This is an optimization exercise on Yosys and OpenROAD, whose aim is small area, a short achievable clock period and few clock cycles per item, not a production implementation. At most, simulation tests tie the RTL to the original design; equivalence was not proved. No functional check of the RTL was part of run 4. Power and IR drop assume default switching activity.

`flow/constraint.sdc`:
```
create_clock -name core_clock -period 12.0 [get_ports {clk}]
set_input_delay 2.4000 -clock core_clock [delete_from_list [all_inputs] [get_ports {clk}]]
set_output_delay 2.4000 -clock core_clock [all_outputs]
set_load 0.01 [all_outputs]
```
`flow/design.v`:
```
module mesi_engine (
    input  wire        clk,
    input  wire        rst,             
    input  wire        req_valid,
    output wire        req_ready,
    input  wire [1:0]  req_core,
    input  wire        req_write,       
    input  wire [31:0] req_addr,
    output reg         rsp_valid,
    output reg         rsp_hit,
    output reg  [1:0]  rsp_state,       
    output reg         rsp_evict,       
    output reg         rsp_writeback,   
    output reg  [31:0] rsp_victim_addr, 
    output reg         rsp_upgrade,     
    output reg         rsp_provided,    
    output reg  [1:0]  rsp_source,      
    output reg         rsp_snoop_wb,    
    output reg  [1:0]  rsp_inval,       
    output reg  [7:0]  rsp_stall        
);
    localparam TAG_W = 26;
    localparam [1:0] ST_I = 2'b00, ST_S = 2'b01, ST_E = 2'b10, ST_M = 2'b11;
    assign req_ready = 1'b1;
    reg [TAG_W-1:0] tag_q   [0:63];
    reg [1:0]       state_q [0:63];
    reg [5:0]       lru_q   [0:15];
    reg             v1;
    reg [1:0]       c1;
    reg             w1;
    reg [TAG_W-1:0] t1;
    reg [1:0]       s1;
    always @(posedge clk) begin
        v1 <= !rst && req_valid;
        c1 <= req_core;
        w1 <= req_write;
        t1 <= req_addr[31:6];
        s1 <= req_addr[5:4];
    end
    reg             v2;
    reg [1:0]       c2;
    reg             w2;
    reg [TAG_W-1:0] t2;
    reg [1:0]       s2;
    reg [15:0]      m2;         
    reg [TAG_W-1:0] own2 [0:3]; 
    reg             ss2;        
    reg             st2;        
    reg [TAG_W-1:0] lt [0:15];
    integer i;
    always @* begin
        for (i = 0; i < 16; i = i + 1)
            lt[i] = tag_q[{i[3:2], s1, i[1:0]}];
    end
    always @(posedge clk) begin
        v2  <= !rst && v1;
        c2  <= c1;
        w2  <= w1;
        t2  <= t1;
        s2  <= s1;
        for (i = 0; i < 16; i = i + 1)
            m2[i] <= (lt[i] == t1);
        for (i = 0; i < 4; i = i + 1)
            own2[i] <= lt[{c1, i[1:0]}];
        ss2 <= (s1 == s2);
        st2 <= (t1 == t2);
    end
    reg        lw_v;
    reg [1:0]  lw_c;
    reg [1:0]  lw_w;
    reg [1:0]  st   [0:15];    
    reg [15:0] vm;             
    reg [1:0]  pst  [0:3];     
    reg        hit;
    reg [1:0]  hit_way;
    reg [1:0]  hit_state;
    reg        found_inv;
    reg [1:0]  victim;
    reg [1:0]  victim_state;
    reg [5:0]  lru;
    reg        provided;
    reg [1:0]  source;
    reg        snoop_wb;
    reg [1:0]  copies;
    reg [1:0]  new_state;
    reg [1:0]  touch_way;
    reg [7:0]  stall;
    reg        upgrade;
    reg [1:0]  nst  [0:15];    
    reg [5:0]  nlru;
    integer c, w;
    always @* begin
        for (i = 0; i < 16; i = i + 1) begin
            st[i] = state_q[{i[3:2], s2, i[1:0]}];
            vm[i] = (st[i] != ST_I) &&
                    ((lw_v && ss2 && lw_c == i[3:2] && lw_w == i[1:0]) ? st2 : m2[i]);
        end
        for (c = 0; c < 4; c = c + 1) begin
            pst[c] = ST_I;
            for (w = 0; w < 4; w = w + 1)
                if (vm[c*4+w])
                    pst[c] = pst[c] | st[c*4+w];
        end
        hit       = 1'b0;
        hit_way   = 2'd0;
        for (w = 0; w < 4; w = w + 1)
            if (vm[{c2, w[1:0]}]) begin
                hit     = 1'b1;
                hit_way = hit_way | w[1:0];
            end
        hit_state = pst[c2];
        lru = lru_q[{c2, s2}];
        found_inv = 1'b0;
        victim    = 2'd0;
        for (w = 3; w >= 0; w = w - 1)
            if (st[{c2, w[1:0]}] == ST_I) begin
                found_inv = 1'b1;
                victim    = w[1:0];
            end
        if (!found_inv) begin
            if (!lru[0] && !lru[1] && !lru[2])     victim = 2'd0;
            else if (lru[0] && !lru[3] && !lru[4]) victim = 2'd1;
            else if (lru[1] && lru[3] && !lru[5])  victim = 2'd2;
            else                                   victim = 2'd3;
        end
        victim_state = st[{c2, victim}];
        provided = 1'b0;
        source   = 2'd0;
        snoop_wb = 1'b0;
        copies   = 2'd0;
        if (!hit) begin
            for (c = 0; c < 4; c = c + 1) begin
                if (c != c2 && pst[c] != ST_I) begin
                    copies = copies + 2'd1;
                    if (pst[c] == ST_M)
                        snoop_wb = 1'b1;
                    if (!provided && (!w2 || pst[c] == ST_M)) begin
                        provided = 1'b1;
                        source   = c[1:0];
                    end
                end
            end
        end
        upgrade = hit && w2 && hit_state == ST_S;
        if (hit) begin
            new_state = w2 ? ST_M : hit_state;
            touch_way = hit_way;
            stall     = 8'd0;
        end else begin
            new_state = w2 ? ST_M : (provided ? ST_S : ST_E);
            touch_way = victim;
            stall     = (victim_state == ST_M ? 8'd100 : 8'd0) +
                        (provided ? 8'd8 : 8'd100);
        end
        for (i = 0; i < 16; i = i + 1) begin
            nst[i] = st[i];
            if (i[3:2] == c2) begin
                if (i[1:0] == touch_way)
                    nst[i] = new_state;
            end else if (vm[i]) begin
                if (!hit)
                    nst[i] = w2 ? ST_I : ST_S;    
                else if (upgrade)
                    nst[i] = ST_I;                
            end
        end
        nlru = lru;
        case (touch_way)
            2'd0: begin nlru[0] = 1'b1; nlru[1] = 1'b1; nlru[2] = 1'b1; end
            2'd1: begin nlru[0] = 1'b0; nlru[3] = 1'b1; nlru[4] = 1'b1; end
            2'd2: begin nlru[1] = 1'b0; nlru[3] = 1'b0; nlru[5] = 1'b1; end
            default: begin nlru[2] = 1'b0; nlru[4] = 1'b0; nlru[5] = 1'b0; end
        endcase
    end
    integer l;
    always @(posedge clk) begin
        if (rst) begin
            for (l = 0; l < 64; l = l + 1)
                state_q[l] <= ST_I;
        end else if (v2) begin
            for (i = 0; i < 16; i = i + 1)
                state_q[{i[3:2], s2, i[1:0]}] <= nst[i];
        end
        if (v2) begin
            lru_q[{c2, s2}] <= nlru;
            if (!hit)
                tag_q[{c2, s2, victim}] <= t2;
        end
        lw_v <= v2 && !hit;
        lw_c <= c2;
        lw_w <= victim;
        rsp_valid       <= !rst && v2;
        rsp_hit         <= hit;
        rsp_state       <= new_state;
        rsp_evict       <= !hit && victim_state != ST_I;
        rsp_writeback   <= !hit && victim_state == ST_M;
        rsp_victim_addr <= {own2[victim], s2, 4'b0000};
        rsp_upgrade     <= upgrade;
        rsp_provided    <= provided;
        rsp_source      <= source;
        rsp_snoop_wb    <= snoop_wb;
        rsp_inval       <= hit ? {1'b0, upgrade} : (w2 ? copies : 2'd0);
        rsp_stall       <= stall;
    end
endmodule
```
`flow/config.mk`:
```
export PLATFORM = sky130hd
export DESIGN_NAME = mesi_engine
export DESIGN_NICKNAME = mesi_engine
export VERILOG_FILES = /design/flow/design.v
export SDC_FILE = /design/flow/constraint.sdc
export NUM_CORES = 4
export LEC_CHECK = 0
export CAP_MARGIN = 20
export CORE_MARGIN = 2
export CORE_UTILIZATION = 40
export SLEW_MARGIN = 20
```
`flow/run.sh`:
```
#!/bin/bash
# synth_recipe.tcl (not shown) runs the flow's synth.tcl, then flattens the netlist and writes it again
# the make line also repeats each setting of config.mk as NAME=value (left out here)
make -C /OpenROAD-flow-scripts/flow DESIGN_CONFIG=/design/flow/config.mk WORK_HOME=/design/flow/orfs CLKGATE_MAP_FILE= SYNTH_SCRIPT=/design/flow/synth_recipe.tcl finish
```
==> insert_results.sql, run 1 <==
INSERT INTO impl_metrics (metric_group, metric, value, unit) VALUES
('power', 'p_leak', '30.8', 'nW'),
('timing', 'max-slew-margin-rel', '12.7', '%'),
('detailed_routing', 'wl_per_cell', '30.9', 'um'),
('timing', 'worst_slack', '5200', 'ps'),
('timing', 'timing.clock.skew', '50.4', 'ps'),
('placed_design', 'half_perimeter_wire_length_after_placement', '148', 'mm'),
('synth', 'post-synth-top-area-cell', 'sky130_fd_sc_hd__edfxtp_1', ''),
('cells_and_area', 'layoutNonFillerInstCount', '7673', ''),
('global_routing', 'grt_antenna_before_repair', '10', ''),
('global_routing', 'grt_pass1_vias', '43553', ''),
('setup_path', 'count_of_buffering_cells_on_the_critical_path_with_inverters_included', '2', ''),
('detailed_routing', 'detail_route.vias_per_cell', '5.79', ''),
('setup_path', 'cp_data_arrival_time', '7230', 'ps'),
('placed_design', 'place_worst_setup_slack', '5190', 'ps'),
('detailed_routing', 'drt_drc_violations_left', '0', ''),
('synth', 'netlist.area_leader.share', '65.7', '%'),
('floorplan', 'start_util', '40.2', '%'),
('setup_path', 'critPathMostFrequentCell', 'sky130_fd_sc_hd__buf_4', ''),
('global_routing', 'grt_pass1_wl', '333', 'mm'),
('global_routing', 'sum_of_overflow_across_all_layers_after_global_routing', '0', ''),
('floorplan', 'floorplan_core_area', '215000', 'um^2'),
('cells_and_area', 'final_layout_size_suffix_gt1_share', '24.5', '%'),
('timing', 'worst_slew_pin_slew', '1300', 'ps'),
('synth', 'postSynthCellCount', '4516', ''),
('cts', 'h_tree_lvl_count', '4', ''),
('global_routing', 'maximum_number_of_pins_on_one_net_before_global_route_repair', '86', ''),
('cts', 'clock_path_buffers', '3', ''),
('timing', 'worst_slack_on_hold_paths', '332', 'ps'),
('cts', 'postCtsSetupBuffers', '0', ''),
('synth', 'synthDistinctLibCells', '99', ''),
('synth', 'commonest_cells_in_the_netlist', '1888 x sky130_fd_sc_hd__edfxtp_1, 564 x sky130_fd_sc_hd__mux4_2, 276 x sky130_fd_sc_hd__xor2_1, 237 x sky130_fd_sc_hd__dfxtp_1, 225 x sky130_fd_sc_hd__nor2_1', ''),
('cells_and_area', 'num-fill-cells', '18006', ''),
('placed_design', 'place_inst', '7284', ''),
('synth', 'synth_xor_area_share', '4.54', '%'),
('cts', 'ctsRootBufferMaster', 'sky130_fd_sc_hd__clkbuf_16', ''),
('synth', 'count_of_flip_flops_with_a_built_in_enable_after_synthesis', '1888', ''),
('timing', 'finalSetupTns', '0', 'ps'),
('detailed_routing', 'drt_pre_antenna_iters', '5', ''),
('floorplan', 'die_w', '469', 'um'),
('setup_path', 'cp_slowest_stage_delay', '960', 'ps'),
('setup_path', 'worstPathRequired', '12440', 'ps'),
('setup_path', 'path_class', 'reg2reg', ''),
('run_status', 'run_status', 'timing/DRC/antenna clean', ''),
('cts', 'cts_tree', 'built', ''),
('min_path', 'hold_path.class', 'reg2reg', ''),
('cts', 'cts_resized', '0', ''),
('detailed_routing', 'residual_antenna_violating_net_count_after_detailed_routing', '0', ''),
('synth', 'synth_top_family_by_area', 'multiplexers', ''),
('synth', 'synth_simple_gate_area_share', '3.90', '%'),
('setup_path', 'critPathCaptureType', 'flop', ''),
('cts', 'tritoncts.num_buffers', '207', ''),
('floorplan', 'die_h', '469', 'um'),
('synth', 'ys_top_cells_by_area', 'sky130_fd_sc_hd__edfxtp_1 66%, sky130_fd_sc_hd__mux4_2 15%, sky130_fd_sc_hd__dfxtp_1 5.5%, sky130_fd_sc_hd__xor2_1 2.8%, sky130_fd_sc_hd__xnor2_1 1.7%', ''),
('floorplan', 'fp.dieArea', '220000', 'um^2'),
('synth', 'mapped_cell_area', '86300', 'um^2'),
('cells_and_area', 'multi_input_comb_area', '24100', 'um^2'),
('setup_path', 'crit_fanout', '62', ''),
('synth', 'yosys-mux-area-fraction', '16.2', '%'),
('synth', 'synth_top_flop_cell', 'sky130_fd_sc_hd__edfxtp_1', ''),
('synth', 'postSynth.asyncResetShare', '0', '%'),
('timing', 'hold_viol_final', '0', ''),
('cts', 'worst_setup_hold_path_clk_slew', '60', 'ps'),
('cts', 'worst_skew_pair.late_latency', '830', 'ps'),
('placed_design', 'placement.io_buffers', '80', ''),
('setup_path', 'critical_path.startpoint_type', 'flop', ''),
('power', 'vdd.ir_drop.worst', '154', 'uV'),
('setup_path', 'crit_path_cell_trace', 'buf_4 > mux2i_1 > nand3_1 > o21ai_0 > a211oi_1 > o211ai_1 > a21oi_4 > buf_4 > and2_1 > nand2_1 > nor2_4', ''),
('timing', 'setup-violations-final', '0', ''),
('setup_path', 'worst_path_max_delay_cell', 'sky130_fd_sc_hd__nor2_4', ''),
('detailed_routing', 'dr.first_iter.drc_count', '5645', ''),
('timing', 'unrepaired_setup_endpoints_after_global_routing', 'no', '');
metal layers:
layer | wire length [um] | global-route usage, % | up-vias | share of wire, %
met3 | 17700 | 3.57 | 280 | 7.4
met1 | 105000 | 32.0 | 23864 | 44
met5 | 0 | 0 | - | 0
met2 | 108000 | 32.4 | 1882 | 45
li1 | - | - | 18423 | -
met4 | 7270 | 6.31 | 0 | 3.1
final cells by class:
cell class / count / share of cell area, %
Clock inverter: 87 / 0.829
Multi-Input combinational cell: 2103 / 24.6
Sequential cell: 2125 / 63.0
Clock buffer: 298 / 6.07
Inverter: 26 / 0.0999
Tap cell: 2838 / 3.63
Timing Repair Buffer: 192 / 1.73
Antenna cell: 4 / 0.0102
sequential cells by signal, summed over array words and instances (netlist names), 2 cells and up:
| register | cells |
|---|---|
| m2 | 16 |
| rsp_victim_addr | 28 |
| rsp_inval | 2 |
| lru_q | 96 |
| own2 | 104 |
| tag_q | 1664 |
| c1 | 2 |
| t2 | 26 |
| s2 | 2 |
| rsp_source | 2 |
| rsp_state | 2 |
| lw_w | 2 |
| s1 | 2 |
| t1 | 26 |
| rsp_stall | 5 |
| lw_c | 2 |
| state_q | 128 |
| c2 | 2 |
worst reg2reg max path, cell delays in order, from the launching register on:
cell,delay [ps]
sky130_fd_sc_hd__dfxtp_4,840
sky130_fd_sc_hd__buf_4,670
sky130_fd_sc_hd__mux2i_1,270
sky130_fd_sc_hd__nand3_1,120
sky130_fd_sc_hd__o21ai_0,150
sky130_fd_sc_hd__a211oi_1,550
sky130_fd_sc_hd__o211ai_1,420
sky130_fd_sc_hd__a21oi_4,590
sky130_fd_sc_hd__buf_4,640
sky130_fd_sc_hd__and2_1,560
sky130_fd_sc_hd__nand2_1,630
sky130_fd_sc_hd__nor2_4,970
through the flow:
step	area (um^2)	utilization, %	total power (W)
2_1_floorplan	86400	-	0.00916
3_3_place_gp	90900	42.4	0.00971
3_5_place_dp	90900	42.4	0.00973
4_1_cts	97700	45.5	0.0161
5_1_grt	97700	45.5	0.0165
6_report	97700	45.5	0.0160
cells in the final DEF (no fill, tap or decap), types with 67 or more instances in the layout:
cell / synthesis / layout
sky130_fd_sc_hd__nor4_1: 90 / 90
sky130_fd_sc_hd__edfxtp_1: 1888 / 1888
sky130_fd_sc_hd__clkbuf_16: 0 / 215
sky130_fd_sc_hd__mux4_2: 564 / 564
sky130_fd_sc_hd__a21oi_1: 94 / 94
sky130_fd_sc_hd__nor2_1: 225 / 161
sky130_fd_sc_hd__clkdlybuf4s50_1: 0 / 80
sky130_fd_sc_hd__buf_4: 14 / 108
sky130_fd_sc_hd__dfxtp_1: 237 / 179
sky130_fd_sc_hd__xor2_1: 276 / 276
sky130_fd_sc_hd__nand2_1: 70 / 69
sky130_fd_sc_hd__xnor2_1: 172 / 172
sky130_fd_sc_hd__mux2i_1: 68 / 67
where the power goes:
| group | switching (W) | internal, W | leakage, nW |
|---|---|---|---|
| Sequential | 0.0000832 | 0.00818 | 19.1 |
| Clock | 0.00278 | 0.00367 | 3.30 |
| Combinational | 0.000848 | 0.000472 | 8.40 |
final timing paths:
path               from             to  slack (ps)  depth (start not counted)
setup reg to reg  s2[0]  tag_q[47][25]        5200                         11
hold / removal       w1             w2         330                          0
setup / recovery  s2[0]  tag_q[47][25]        5200                         11
hold reg to reg      w1             w2         330                          0
cells by family (layout without fill, tap and decap cells):
family          after synthesis  in the layout
compound gates              309            309
other cells                   2             11
flops                      2125           2125
simple gates                648            648
fa+ha+maj                    14             14
mux                         677            677
buf+inv                     293            603
xor+xnor                    448            448
Testbench counts, summed over its fixed seeds: cycles 32,024, items 32,000.
==> inputs of run 2 (changes only) <==
==> flow/flow/run.sh (new file) <==
#!/bin/bash
# Standard synthesis, then the standard layout steps with a tighter setup
# target for the resizer's timing repair (the SDC is unchanged).
set -euo pipefail
bash standard.sh synth > synth.log 2>&1
bash standard.sh SETUP_SLACK_MARGIN=7.5 finish > layout.log 2>&1
==> flow/standard.sh (new file) <==
#!/bin/bash
# synth_recipe.tcl (not shown) runs the flow's synth.tcl, then flattens the netlist and writes it again
# the make line also repeats each setting of config.mk as NAME=value (left out here)
make -C /OpenROAD-flow-scripts/flow DESIGN_CONFIG=/design/flow/config.mk WORK_HOME=/design/flow/orfs CLKGATE_MAP_FILE= SYNTH_SCRIPT=/design/flow/synth_recipe.tcl "${@:-finish}"
removed: flow/run.sh
==> insert_results.sql, run 2 <==
INSERT INTO impl_metrics (metric_group, metric, value, unit) VALUES
('cts', 'tritoncts.num_buffers', '207', ''),
('cells_and_area', 'postLayoutCoreUtil', '47.2', '%'),
('cts', 'clock_path_buffers', '3', ''),
('detailed_routing', 'drt_pre_antenna_iters', '6', ''),
('timing', 'timing.clock.skew', '58.1', 'ps'),
('setup_path', 'depth_of_the_worst_register_to_register_path', '12', ''),
('run_status', 'run_status', 'timing/DRC/antenna clean', ''),
('timing', 'period_share', '37.4', '%'),
('timing', 'max-slew-margin-rel', '9.33', '%'),
('setup_path', 'critical_path.startpoint_type', 'flop', ''),
('synth', 'post-synth-top-area-cell', 'sky130_fd_sc_hd__edfxtp_1', ''),
('synth', 'synthDistinctLibCells', '99', ''),
('cts', 'h_tree_lvl_count', '4', ''),
('floorplan', 'fp.dieArea', '220000', 'um^2'),
('detailed_routing', 'met3RoutedLength', '20.0', 'mm'),
('global_routing', 'sum_of_overflow_across_all_layers_after_global_routing', '0', ''),
('detailed_routing', 'postRouteWirelength', '252', 'mm'),
('floorplan', 'num_rows', '170', ''),
('run', 'drv_cap', '0', ''),
('cells_and_area', 'num-fill-cells', '17676', ''),
('min_path', 'worstHoldStart', 'w1', ''),
('floorplan', 'die_h', '469', 'um'),
('power', 'vdd.ir_drop.worst', '156', 'uV'),
('cts', 'ctsRootBufferMaster', 'sky130_fd_sc_hd__clkbuf_16', ''),
('global_routing', 'grt_pass1_wl', '350', 'mm'),
('synth', 'syn-mean-instance-area', '19.1', 'um^2'),
('cells_and_area', 'multi_input_comb_area', '25100', 'um^2'),
('power', 'power.switching', '0.00377', 'W'),
('timing', 'setup-violations-final', '0', ''),
('setup_path', 'critPathMostFrequentCell', 'sky130_fd_sc_hd__buf_12', ''),
('detailed_routing', 'dr.first_iter.drc_count', '6163', ''),
('setup_path', 'path_class', 'reg2reg', ''),
('detailed_routing', 'dr.max_layer_used', 'met5', ''),
('power', 'p_clk_share', '40.0', '%'),
('floorplan', 'floorplan_core_area', '215000', 'um^2'),
('setup_path', 'crit_path_cell_trace', 'buf_12 > buf_12 > mux4_2 > nor2_2 > o22ai_1 > nor2_1 > a21oi_2 > a21oi_4 > buf_8 > nor2b_1 > a211oi_1 > a21oi_1', ''),
('min_path', 'hold_path.class', 'reg2reg', ''),
('cells_and_area', 'mostFrequentLayoutCell', 'sky130_fd_sc_hd__edfxtp_1', ''),
('timing', 'worst_slew_pin_slew', '1350', 'ps'),
('cells_and_area', 'largest_register_ffs', '1664', ''),
('timing', 'hold_viol_final', '0', ''),
('cells_and_area', 'top_registers', 'tag_q x1664, state_q x128, own2 x104', ''),
('global_routing', 'grt_pass1_vias', '45099', ''),
('setup_path', 'crit_fanout', '62', ''),
('synth', 'netlist.area_leader.share', '65.7', '%'),
('floorplan', 'start_util', '40.2', '%'),
('timing', 'max_freq', '0.223', 'GHz'),
('timing', 'finalSetupTns', '0', 'ps'),
('cts', 'worst_skew_pair.late_latency', '840', 'ps'),
('synth', 'ys_top_cells_by_area', 'sky130_fd_sc_hd__edfxtp_1 66%, sky130_fd_sc_hd__mux4_2 15%, sky130_fd_sc_hd__dfxtp_1 5.5%, sky130_fd_sc_hd__xor2_1 2.8%, sky130_fd_sc_hd__xnor2_1 1.7%', ''),
('setup_path', 'critPathCaptureType', 'flop', ''),
('detailed_routing', 'wl_met1', '106', 'mm'),
('detailed_routing', 'met2RoutedLength', '117', 'mm'),
('global_routing', 'global_route.usage.total', '22.7', '%'),
('synth', 'synth_top_flop_cell', 'sky130_fd_sc_hd__edfxtp_1', ''),
('synth', 'synth_warnings', '6', ''),
('floorplan', 'io_pins', '92', ''),
('power', 'pwr_density_cell', '160', 'nW/um^2'),
('global_routing', 'grt_antenna_before_repair', '13', ''),
('synth', 'postSynthCellCount', '4516', ''),
('power', 'seq_power_share', '51.2', '%'),
('synth', 'count_of_flip_flops_with_a_built_in_enable_after_synthesis', '1888', ''),
('detailed_routing', 'route.vias.total', '46386', ''),
('timing', 'unrepaired_setup_endpoints_after_global_routing', 'yes', ''),
('cells_and_area', 'final_layout_size_suffix_gt1_share', '29.1', '%'),
('floorplan', 'die_w', '469', 'um'),
('synth', 'commonest_cells_in_the_netlist', '1888 x sky130_fd_sc_hd__edfxtp_1, 564 x sky130_fd_sc_hd__mux4_2, 276 x sky130_fd_sc_hd__xor2_1, 237 x sky130_fd_sc_hd__dfxtp_1, 225 x sky130_fd_sc_hd__nor2_1', ''),
('cells_and_area', 'regMostFlops', 'tag_q', ''),
('setup_path', 'reg_to_reg_startpoint', 's2[0]', ''),
('cts', 'cts_tree', 'built', ''),
('power', 'p_leak', '32.2', 'nW'),
('cts', 'worst_setup_hold_path_clk_slew', '60', 'ps'),
('timing', 'finalWorstPathRequiredPeriod', '4490', 'ps'),
('setup_path', 'crit_path_start', 's2[0]', ''),
('cells_and_area', 'synthToLayoutAreaGrowth', '17.2', '%'),
('synth', 'postSynth.asyncResetShare', '0', '%'),
('detailed_routing', 'drt_drc_violations_left', '0', ''),
('setup_path', 'worstPathRequired', '12600', 'ps'),
('detailed_routing', 'wl_per_cell', '31.9', 'um'),
('detailed_routing', 'detail_route.vias_per_cell', '5.87', ''),
('synth', 'count_of_state_elements_after_synthesis', '2125', ''),
('placed_design', 'placement.io_buffers', '80', ''),
('setup_path', 'reg2reg_setup_slack', '7510', 'ps'),
('placed_design', 'gp_congestion', '0.934', ''),
('cells_and_area', 'final_nets', '4931', ''),
('setup_path', 'worst_r2r_endpoint', 'rsp_victim_addr[18]', ''),
('timing', 'timing.final.max_slew_violations', '0', ''),
('setup_path', 'cp_data_arrival_time', '5090', 'ps'),
('power', 'comb_power_share', '8.8', '%'),
('cells_and_area', 'layout.area.seq', '61500', 'um^2'),
('power', 'netSwitchingFraction', '23.4', '%'),
('synth', 'yosysSeqAreaShare', '71.2', '%'),
('cells_and_area', 'most-common-layout-cells', '1888 x sky130_fd_sc_hd__edfxtp_1, 564 x sky130_fd_sc_hd__mux4_2, 276 x sky130_fd_sc_hd__xor2_1', ''),
('setup_path', 'cp_slowest_stage_delay', '1100', 'ps'),
('global_routing', 'maximum_number_of_pins_on_one_net_before_global_route_repair', '86', ''),
('cts', 'clkSinkCount', '2125', ''),
('setup_path', 'setup.worst_path.end', 'rsp_victim_addr[18]', ''),
('synth', 'mapped_cell_area', '86300', 'um^2'),
('setup_path', 'worst_path_max_delay_cell', 'sky130_fd_sc_hd__a211oi_1', ''),
('placed_design', 'half_perimeter_wire_length_after_placement', '148', 'mm'),
('power', 'internal_power', '0.0124', 'W'),
('synth', 'synth_most_common_cell', 'sky130_fd_sc_hd__edfxtp_1', ''),
('detailed_routing', 'residual_antenna_violating_net_count_after_detailed_routing', '0', ''),
('power', 'p_total', '0.0161', 'W');
run 2: changes by cell type in the layout (fill, tap and decap cells not counted), moves of 10 or more:
| cell | delta |
|---|---|
| sky130_fd_sc_hd__buf_12 | +69 |
| sky130_fd_sc_hd__nor2_4 | +49 |
| sky130_fd_sc_hd__nor2_1 | -10 |
| sky130_fd_sc_hd__buf_6 | +13 |
| sky130_fd_sc_hd__nand2_1 | -14 |
| sky130_fd_sc_hd__buf_4 | +81 |
run 2: timing repair:
action                      CTS  global route
cloned                       48             2
setup buffers               169             8
pin swaps                    78             6
setup endpoints to repair  1933           750
gates resized for setup     160            49
hold buffers                  0             0
run 2: area by class of cell:
class | count | area share [%]
sequential | 2125 | 60.8
multi-input combinational | 2150 | 24.8
clock buffer | 298 | 5.86
timing repair buffer | 373 | 4.14
tap | 2838 | 3.51
clock inverter | 87 | 0.800
inverter | 26 | 0.105
antenna | 4 | 0.00989
run 2: how the worst min path moves through the flow:
| stage | to | cells past startpoint |
|---|---|---|
| 4_1_cts | w2 | 0 |
| 5_1_grt | w2 | 0 |
| 3_5_place_dp | w2 | 0 |
| 2_1_floorplan | w2 | 0 |
| 6_report | w2 | 0 |
| 3_3_place_gp | w2 | 0 |
run 2: cells by family after synthesis:
group | share of synthesized area (%)
simple gates | 3.90
other cells | 0.00870
mux | 16.2
flops | 71.2
fa+ha+maj | 0.191
compound gates | 2.54
buf+inv | 1.51
xor+xnor | 4.54
run 2: critical path: cells and delay by family, from the launching register on:
family,cells,cell delay (ps)
AOI/OAI and AO/OA,5,1820
muxes,1,670
and+or+nand+nor,3,570
DFF,1,360
buffers and inverters,3,750
run 2: per-stage QoR:
stage / std cells / setup WS, ps / hold WS, ps / area, um^2
finish: 7901 / 7510 / 332 / 101000
global route: 7897 / 7450 / 342 / 101000
CTS: 7886 / 7040 / 337 / 101000
detailed placement: 7284 / 5190 / 317 / 90900
global placement: 7284 / 5240 / 318 / 90900
floorplan: 4521 / 7580 / 310 / 86400
run 2: routing by layer:
metal  track usage [%]  vias to the layer above
met5                 0                        -
met4              7.14                        2
met3              3.87                      363
met2              35.2                     2163
met1              32.7                    24893
li1                  -                    18965
run 2: power groups by stage:
stage	combinational [W]	sequential [W]	clock (W)
4_1_cts	0.00140	0.00826	0.00654
6_report	0.00143	0.00826	0.00646
3_3_place_gp	0.00129	0.00842	0
3_5_place_dp	0.00131	0.00842	0
2_1_floorplan	0.000738	0.00842	0
5_1_grt	0.00148	0.00827	0.00683
==> inputs of run 3 (changes only) <==
==> flow/flow/run.sh (replaced) <==
#!/bin/bash
# Standard synthesis, then the standard layout steps with a tighter setup
# target for the resizer's timing repair (the SDC is unchanged).
set -euo pipefail
bash standard.sh synth > synth.log 2>&1
bash standard.sh SETUP_SLACK_MARGIN=8.5 finish > layout.log 2>&1
==> insert_results.sql, run 3 <==
INSERT INTO impl_metrics (metric_group, metric, value, unit) VALUES
('floorplan', 'start_util', '40.2', '%'),
('setup_path', 'critPathMostFrequentCell', 'sky130_fd_sc_hd__buf_12', ''),
('synth', 'postSynthCellCount', '4516', ''),
('timing', 'finalSetupTns', '0', 'ps'),
('run_status', 'run_status', 'timing/DRC/antenna clean', ''),
('global_routing', 'sum_of_overflow_across_all_layers_after_global_routing', '0', ''),
('cells_and_area', 'final_layout_size_suffix_gt1_share', '40.2', '%'),
('cells_and_area', 'most-common-layout-cells', '1888 x sky130_fd_sc_hd__edfxtp_1, 564 x sky130_fd_sc_hd__mux4_2, 276 x sky130_fd_sc_hd__xor2_1', ''),
('cells_and_area', 'regMostFlops', 'tag_q', ''),
('timing', 'max-slew-margin-rel', '20.0', '%'),
('power', 'power.switching', '0.00409', 'W'),
('floorplan', 'io_pins', '92', ''),
('floorplan', 'floorplan_core_area', '215000', 'um^2'),
('setup_path', 'worst_path_max_delay_cell', 'sky130_fd_sc_hd__mux4_2', ''),
('timing', 'max_freq', '0.241', 'GHz'),
('synth', 'synthDistinctLibCells', '99', ''),
('detailed_routing', 'drt_drc_violations_left', '0', ''),
('floorplan', 'fp.dieArea', '220000', 'um^2'),
('cts', 'clkSinkCount', '2125', ''),
('cells_and_area', 'synthToLayoutAreaGrowth', '27.3', '%'),
('cts', 'clock_path_buffers', '3', ''),
('setup_path', 'path_class', 'reg2reg', ''),
('global_routing', 'grt_pass1_wl', '392', 'mm'),
('timing', 'timing.final.max_slew_violations', '0', ''),
('placed_design', 'placement.io_buffers', '80', ''),
('detailed_routing', 'dr.first_iter.drc_count', '7117', ''),
('power', 'seq_power_share', '49.4', '%'),
('cts', 'cts_tree', 'built', ''),
('cells_and_area', 'top_registers', 'tag_q x1664, state_q x128, own2 x104', ''),
('power', 'pwr_density_cell', '152', 'nW/um^2'),
('timing', 'unrepaired_setup_endpoints_after_global_routing', 'yes', ''),
('synth', 'syn-mean-instance-area', '19.1', 'um^2'),
('setup_path', 'critPathCaptureType', 'flop', ''),
('global_routing', 'maximum_number_of_pins_on_one_net_before_global_route_repair', '66', ''),
('setup_path', 'critical_path.startpoint_type', 'flop', ''),
('floorplan', 'die_h', '469', 'um'),
('global_routing', 'grt_pass1_vias', '48937', ''),
('synth', 'yosysSeqAreaShare', '71.2', '%'),
('synth', 'postSynth.asyncResetShare', '0', '%'),
('detailed_routing', 'postRouteWirelength', '288', 'mm'),
('global_routing', 'grt_antenna_before_repair', '21', ''),
('synth', 'count_of_flip_flops_with_a_built_in_enable_after_synthesis', '1888', ''),
('timing', 'timing.clock.skew', '98.7', 'ps'),
('synth', 'post-synth-top-area-cell', 'sky130_fd_sc_hd__edfxtp_1', ''),
('min_path', 'hold_path.class', 'reg2reg', ''),
('detailed_routing', 'route.vias.total', '50190', ''),
('synth', 'ys_top_cells_by_area', 'sky130_fd_sc_hd__edfxtp_1 66%, sky130_fd_sc_hd__mux4_2 15%, sky130_fd_sc_hd__dfxtp_1 5.5%, sky130_fd_sc_hd__xor2_1 2.8%, sky130_fd_sc_hd__xnor2_1 1.7%', ''),
('cts', 'cts_hold_buffers', '0', ''),
('synth', 'mapped_cell_area', '86300', 'um^2'),
('global_routing', 'global_route.usage.total', '25.8', '%'),
('cts', 'h_tree_lvl_count', '4', ''),
('setup_path', 'crit_path_cell_trace', 'buf_12 > buf_12 > buf_16 > mux4_2 > a22oi_2 > nand2_1 > or3_4 > a21boi_4 > o21ai_4 > buf_12 > buf_12 > buf_12 > nor2_4 > a221o_1 > o211ai_1 > a211o_1 > buf_6 > buf_6 > ha_4 > nor2_2', ''),
('cells_and_area', 'final_nets', '5340', ''),
('cells_and_area', 'postLayoutCoreUtil', '51.2', '%'),
('setup_path', 'cp_slowest_stage_delay', '550', 'ps'),
('detailed_routing', 'detail_route.vias_per_cell', '6.04', ''),
('cells_and_area', 'num-fill-cells', '16778', ''),
('power', 'internal_power', '0.0127', 'W'),
('setup_path', 'cp_data_arrival_time', '4880', 'ps'),
('placed_design', 'gp_congestion', '0.930', ''),
('floorplan', 'num_rows', '170', ''),
('synth', 'synth_warnings', '6', ''),
('setup_path', 'worstPathRequired', '12730', 'ps'),
('power', 'p_leak', '35.9', 'nW'),
('timing', 'setup-violations-final', '0', ''),
('timing', 'worst_slew_pin_slew', '1200', 'ps'),
('floorplan', 'die_w', '469', 'um'),
('synth', 'synth_top_flop_cell', 'sky130_fd_sc_hd__edfxtp_1', ''),
('setup_path', 'reg2reg_setup_slack', '7860', 'ps'),
('synth', 'netlist.area_leader.share', '65.7', '%'),
('detailed_routing', 'drt_pre_antenna_iters', '6', ''),
('detailed_routing', 'residual_antenna_violating_net_count_after_detailed_routing', '0', ''),
('synth', 'commonest_cells_in_the_netlist', '1888 x sky130_fd_sc_hd__edfxtp_1, 564 x sky130_fd_sc_hd__mux4_2, 276 x sky130_fd_sc_hd__xor2_1, 237 x sky130_fd_sc_hd__dfxtp_1, 225 x sky130_fd_sc_hd__nor2_1', ''),
('run', 'drv_cap', '0', ''),
('synth', 'synth_most_common_cell', 'sky130_fd_sc_hd__edfxtp_1', ''),
('cts', 'worst_skew_pair.late_latency', '890', 'ps'),
('cts', 'tritoncts.num_buffers', '205', ''),
('synth', 'count_of_state_elements_after_synthesis', '2125', ''),
('power', 'p_clk_share', '39.0', '%'),
('cells_and_area', 'largest_register_ffs', '1664', ''),
('cells_and_area', 'mostFrequentLayoutCell', 'sky130_fd_sc_hd__edfxtp_1', ''),
('power', 'vdd.ir_drop.worst', '166', 'uV'),
('power', 'comb_power_share', '11.5', '%'),
('timing', 'hold_viol_final', '0', ''),
('detailed_routing', 'wl_per_cell', '34.7', 'um'),
('power', 'netSwitchingFraction', '24.4', '%'),
('cts', 'ctsRootBufferMaster', 'sky130_fd_sc_hd__clkbuf_16', ''),
('setup_path', 'crit_fanout', '11', ''),
('timing', 'period_share', '34.5', '%'),
('cts', 'worst_setup_hold_path_clk_slew', '60', 'ps'),
('placed_design', 'half_perimeter_wire_length_after_placement', '152', 'mm'),
('timing', 'finalWorstPathRequiredPeriod', '4140', 'ps');
==> run 3: cell families (layout without fill, tap and decap cells) <==
| family | Yosys count | count (layout) | share of synthesized area, % |
|---|---|---|---|
| xor gates and xnor gates | 448 | 448 | 4.54 |
| muxes | 677 | 680 | 16.2 |
| AOI/OAI and AO/OA | 309 | 310 | 2.54 |
| DFF | 2125 | 2125 | 71.2 |
| adders and majority gates | 14 | 14 | 0.191 |
| other | 2 | 11 | 0.00870 |
| and+or+nand+nor | 648 | 707 | 3.90 |
| buffers and inverters | 293 | 1180 | 1.51 |
==> run 3: layout make-up <==
| cell class | count | area (um^2) | area share (%) |
|---|---|---|---|
| Antenna cell | 4 | 10.0 | 0.00910 |
| Tap cell | 2838 | 3550 | 3.23 |
| Multi-Input combinational cell | 2166 | 27200 | 24.7 |
| Sequential cell | 2125 | 61600 | 56.0 |
| Inverter | 26 | 155 | 0.141 |
| Clock buffer | 277 | 5690 | 5.17 |
| Timing Repair inverter | 1 | 8.76 | 0.00797 |
| Clock inverter | 109 | 1130 | 1.03 |
| Timing Repair Buffer | 767 | 10700 | 9.70 |
==> run 3: layer usage <==
metal  track usage, %  up-vias  wire [um]
li1                 -    19788          -
met3             5.57      640      28200
met1             34.6    26676     110000
met2             40.9     3080     136000
met5                0        -         41
met4             10.8        6      14700
==> run 3: power groups by stage <==
| stage | registers, W | logic [W] | clock network, W |
|---|---|---|---|
| after detailed placement | 0.00843 | 0.00134 | 0 |
| final | 0.00828 | 0.00193 | 0.00654 |
| after global placement | 0.00842 | 0.00133 | 0 |
| after floorplan | 0.00842 | 0.000795 | 0 |
| after CTS | 0.00828 | 0.00179 | 0.00660 |
| after global routing | 0.00829 | 0.00199 | 0.00690 |
==> run 3: final timing paths <==
kind | cells past startpoint | startpoint | to
hold reg to reg | 0 | w1 | w2
hold / removal | 0 | w1 | w2
setup / recovery | 20 | s2[0] | rsp_stall[6]
setup reg to reg | 20 | s2[0] | rsp_stall[6]
==> run 3: stage by stage <==
stage / instances / setup WS [ps] / hold WS (ps) / power, W / instance area, um^2
2_1_floorplan: 4521 / 7960 / 310 / 0.00922 / 87300
3_3_place_gp: 7269 / 5300 / 320 / 0.00975 / 91300
3_5_place_dp: 7273 / 5280 / 326 / 0.00977 / 91400
4_1_cts: 8220 / 7950 / 355 / 0.0167 / 108000
5_1_grt: 8309 / 7790 / 356 / 0.0172 / 110000
6_report: 8313 / 7860 / 348 / 0.0168 / 110000
==> run 3: critical path, delay by kind of cell (launching register included) <==
family | cells | cell delay [ps]
fa+ha+maj | 1 | 110
simple gates | 4 | 610
flops | 1 | 380
mux | 1 | 550
compound gates | 6 | 1390
buf+inv | 8 | 960
==> run 3: repair_timing <==
item                                     CTS  global route
pin swaps                                220           112
endpoints found under the setup margin  2175          1979
resized for setup                        998           198
buffers inserted                         449            82
gates cloned                             112             7
==> inputs of run 4 (changes only) <==
--- a/flow/design.v
+++ b/flow/design.v
@@ -25,6 +25,11 @@
     reg [TAG_W-1:0] tag_q   [0:63];
     reg [1:0]       state_q [0:63];
     reg [5:0]       lru_q   [0:15];
+    reg             lw_v;
+    reg [1:0]       lw_c;
+    reg [1:0]       lw_s;
+    reg [1:0]       lw_w;
+    reg [TAG_W-1:0] lw_t;
     reg             v1;
     reg [1:0]       c1;
     reg             w1;
@@ -45,6 +50,7 @@
     reg [15:0]      m2;         
     reg [TAG_W-1:0] own2 [0:3]; 
     reg             ss2;        
+    reg [3:0]       c2oh;       
     reg             st2;        
     reg [TAG_W-1:0] lt [0:15];
     integer i;
@@ -59,15 +65,14 @@
         t2  <= t1;
         s2  <= s1;
         for (i = 0; i < 16; i = i + 1)
-            m2[i] <= (lt[i] == t1);
+            m2[i] <= (lw_v && lw_s == s1 && lw_c == i[3:2] && lw_w == i[1:0]) ?
+                     (lw_t == t1) : (lt[i] == t1);
         for (i = 0; i < 4; i = i + 1)
             own2[i] <= lt[{c1, i[1:0]}];
         ss2 <= (s1 == s2);
+        c2oh <= 4'b0001 << c1;
         st2 <= (t1 == t2);
     end
-    reg        lw_v;
-    reg [1:0]  lw_c;
-    reg [1:0]  lw_w;
     reg [1:0]  st   [0:15];    
     reg [15:0] vm;             
     reg [1:0]  pst  [0:3];     
@@ -78,6 +83,9 @@
     reg [1:0]  victim;
     reg [1:0]  victim_state;
     reg [5:0]  lru;
+    reg [3:0]  vic [0:3];
+    reg [3:0]  vic_oh;
+    reg [TAG_W-1:0] vtag;
     reg        provided;
     reg [1:0]  source;
     reg        snoop_wb;
@@ -109,21 +117,29 @@
                 hit_way = hit_way | w[1:0];
             end
         hit_state = pst[c2];
+        for (c = 0; c < 4; c = c + 1) begin
+            lru = lru_q[{c[1:0], s2}];
+            if (st[c*4+0] == ST_I)      vic[c] = 4'b0001;
+            else if (st[c*4+1] == ST_I) vic[c] = 4'b0010;
+            else if (st[c*4+2] == ST_I) vic[c] = 4'b0100;
+            else if (st[c*4+3] == ST_I) vic[c] = 4'b1000;
+            else vic[c] = {lru[2] & lru[4] & lru[5],
+                           lru[1] & lru[3] & !lru[5],
+                           lru[0] & !lru[3] & !lru[4],
+                           !lru[0] & !lru[1] & !lru[2]};
+        end
+        vic_oh = 4'b0000;
+        for (c = 0; c < 4; c = c + 1)
+            if (c2oh[c]) vic_oh = vic_oh | vic[c];
+        victim = {vic_oh[3] | vic_oh[2], vic_oh[3] | vic_oh[1]};
+        victim_state = ST_I;
+        vtag = {TAG_W{1'b0}};
+        for (w = 0; w < 4; w = w + 1)
+            if (vic_oh[w]) begin
+                victim_state = victim_state | st[{c2, w[1:0]}];
+                vtag = vtag | own2[w];
+            end
         lru = lru_q[{c2, s2}];
-        found_inv = 1'b0;
-        victim    = 2'd0;
-        for (w = 3; w >= 0; w = w - 1)
-            if (st[{c2, w[1:0]}] == ST_I) begin
-                found_inv = 1'b1;
-                victim    = w[1:0];
-            end
-        if (!found_inv) begin
-            if (!lru[0] && !lru[1] && !lru[2])     victim = 2'd0;
-            else if (lru[0] && !lru[3] && !lru[4]) victim = 2'd1;
-            else if (lru[1] && lru[3] && !lru[5])  victim = 2'd2;
-            else                                   victim = 2'd3;
-        end
-        victim_state = st[{c2, victim}];
         provided = 1'b0;
         source   = 2'd0;
         snoop_wb = 1'b0;
@@ -183,18 +199,20 @@
         end
         if (v2) begin
             lru_q[{c2, s2}] <= nlru;
-            if (!hit)
-                tag_q[{c2, s2, victim}] <= t2;
-        end
-        lw_v <= v2 && !hit;
+        end
+        lw_v <= !rst && v2 && !hit;
         lw_c <= c2;
+        lw_s <= s2;
         lw_w <= victim;
+        lw_t <= t2;
+        if (lw_v)
+            tag_q[{lw_c, lw_s, lw_w}] <= lw_t;
         rsp_valid       <= !rst && v2;
         rsp_hit         <= hit;
         rsp_state       <= new_state;
         rsp_evict       <= !hit && victim_state != ST_I;
         rsp_writeback   <= !hit && victim_state == ST_M;
-        rsp_victim_addr <= {own2[victim], s2, 4'b0000};
+        rsp_victim_addr <= {vtag, s2, 4'b0000};
         rsp_upgrade     <= upgrade;
         rsp_provided    <= provided;
         rsp_source      <= source;
==> insert_results.sql, run 4 <==
INSERT INTO impl_metrics (metric_group, metric, value, unit) VALUES
('run_status', 'run_status', 'timing/DRC/antenna clean', ''),
('timing', 'timing.final.max_slew_violations', '0', ''),
('placed_design', 'placement.io_buffers', '80', ''),
('placed_design', 'gp_congestion', '0.928', ''),
('synth', 'synthDistinctLibCells', '93', ''),
('synth', 'count_of_state_elements_after_synthesis', '2155', ''),
('detailed_routing', 'wl_per_cell', '33.8', 'um'),
('cells_and_area', 'num-fill-cells', '17649', ''),
('min_path', 'hold-path-endpoint', 'w2', ''),
('power', 'vdd.ir_drop.worst', '130', 'uV'),
('synth', 'synth_top_flop_cell', 'sky130_fd_sc_hd__edfxtp_1', ''),
('timing', 'worst_slack', '7880', 'ps'),
('min_path', 'hold_depth', '0', ''),
('setup_path', 'cp_slowest_stage_delay', '590', 'ps'),
('cts', 'worst_setup_hold_path_clk_slew', '60', 'ps'),
('detailed_routing', 'detail_route.vias_per_cell', '5.98', ''),
('cells_and_area', 'mostFrequentLayoutCell', 'sky130_fd_sc_hd__edfxtp_1', ''),
('power', 'comb_power_share', '9.3', '%'),
('power', 'netSwitchingFraction', '23.8', '%'),
('cells_and_area', 'regMostFlops', 'tag_q', ''),
('cells_and_area', 'final_nets', '4965', ''),
('global_routing', 'grt_antenna_before_repair', '15', ''),
('timing', 'timing.clock.skew', '70.3', 'ps'),
('setup_path', 'critical_path.startpoint_type', 'flop', ''),
('detailed_routing', 'route.vias.total', '47568', ''),
('placed_design', 'dpl_cell_area', '92100', 'um^2'),
('run', 'drv_cap', '0', ''),
('global_routing', 'global_route.usage.total', '23.8', '%'),
('detailed_routing', 'residual_antenna_violating_net_count_after_detailed_routing', '0', ''),
('synth', 'postSynth.asyncResetShare', '0', '%'),
('detailed_routing', 'drt_pre_antenna_iters', '10', ''),
('synth', 'synth_most_common_cell', 'sky130_fd_sc_hd__edfxtp_1', ''),
('synth', 'post-synth-top-area-cell', 'sky130_fd_sc_hd__edfxtp_1', ''),
('timing', 'worst_slack_on_hold_paths', '347', 'ps');
## run 4: cell types whose count changed in the layout (fill, tap and decap cells not counted), sizes merged, moves of 20 or more
| cell | change |
|---|---|
| mux2i | -72 |
| nand3 | -23 |
| a222oi | +26 |
| xor2 | +47 |
| clkbuf | +31 |
| mux4 | +20 |
| mux2 | -42 |
| o21ai | +22 |
| and2 | -37 |
| buf | -358 |
| dfxtp | +30 |
| nand2 | +45 |
| a211oi | -29 |
## run 4: final cells by class
type | instances | area, um^2 | share of cell area (%)
antenna | 6 | 15.0 | 0.0146
clock buffer | 313 | 6280 | 6.09
timing repair buffer | 402 | 4510 | 4.37
timing repair inverter | 1 | 7.51 | 0.00728
multi-input combinational | 2127 | 25600 | 24.8
tap | 2838 | 3550 | 3.44
sequential | 2155 | 62200 | 60.3
inverter | 13 | 66.3 | 0.0643
clock inverter | 99 | 978 | 0.948
## run 4: worst max-delay path, delay by kind of cell, from the launching register on
family | cells | cell delay [ps]
AO/OA/AOI/OAI | 3 | 760
flip-flops | 1 | 410
adder cells (fa/ha/maj) | 1 | 210
buffers and inverters | 5 | 660
AND/OR/NAND/NOR | 5 | 1140
multiplexers | 1 | 590
## run 4: kinds of logic (layout without fill, tap and decap cells)
group,Yosys count,in the layout,share of synthesized area [%]
xor gates and xnor gates,476,476,4.80
AOI/OAI and AO/OA,338,338,3.00
and+or+nand+nor,699,707,3.96
DFF,2155,2155,71.5
buffers and inverters,281,828,1.39
adders and majority gates,13,13,0.176
muxes,586,586,15.2
other,2,13,0.00865
## run 4: layer usage
| layer | routed length (um) | GRT usage [%] | part of all wire (%) | up-vias |
|---|---|---|---|---|
| met5 | 21 | 0 | 0.0078 | - |
| met4 | 13100 | 10.0 | 4.9 | 4 |
| met3 | 24600 | 4.57 | 9.1 | 538 |
| met2 | 127000 | 37.7 | 47 | 2537 |
| met1 | 105000 | 32.4 | 39 | 25388 |
| li1 | - | - | - | 19101 |
## run 4: worst max path at each step
stage / from / end / slack (ps) / cells past startpoint
after floorplan: s2[0] / state_q[4][1] / 8130 / 19
after global placement: s2[1] / state_q[4][5] / 5870 / 13
after detailed placement: s2[1] / state_q[4][4] / 5720 / 13
after CTS: s2[0] / state_q[13][0] / 7990 / 16
after global routing: s2[0] / lru_q[15][5] / 7860 / 15
final: s2[0] / lru_q[13][5] / 7880 / 15
## run 4: through the flow
| stage | utilization, % | cells |
|---|---|---|
| after floorplan | - | 4555 |
| after global placement | 42.7 | 7330 |
| after detailed placement | 42.8 | 7339 |
| after CTS | 47.2 | 7879 |
| after global routing | 48.0 | 7949 |
| final | 48.0 | 7954 |
## run 4: timing repair
item	CTS	global route
buffers inserted	105	56
endpoints found under the setup margin	610	404
gates cloned	23	3
pin swaps	94	95
gates resized for setup	443	201
## run 4: power by group through the flow
stage | Combinational (W) | Sequential, W | Clock [W]
floorplan | 0.000706 | 0.00851 | 0
global placement | 0.00127 | 0.00851 | 0
detailed placement | 0.00128 | 0.00851 | 0
CTS | 0.00146 | 0.00834 | 0.00694
global route | 0.00159 | 0.00835 | 0.00720
finish | 0.00155 | 0.00835 | 0.00684

static timing again, ports no longer ideal:
How much do the figures lean on ideal ports? The routed layouts below were timed once more, with nothing changed but the port constraints.
Step 1 sets driving cells, clkbuf_16 on the clock port and buf_2 on the other inputs (assumed; they add their load-dependent delay and slew).
Step 2 also shifts input and output timing later by t, the mid clock arrival at the registers, as if the neighbouring blocks saw the same clock.
Slacks: ideal ports / drivers / drivers and shift; pairs: ideal ports / drivers.
run	t, ns	setup slack, ns	worst setup path at the end
run 1	0.890	5.204 / 5.204 / 5.204	register to register
run 2	0.893	7.510 / 7.510 / 7.103	input to register
run 3	0.933	7.857 / 7.857 / 7.434	input to register
run 4	0.925	7.885 / 7.885 / 7.613	input to register
After both steps setup and hold are still met in every run listed. The setup slack of run 3, which loses most, moves by 0.000 ns with the drivers and by -0.423 ns with both steps.
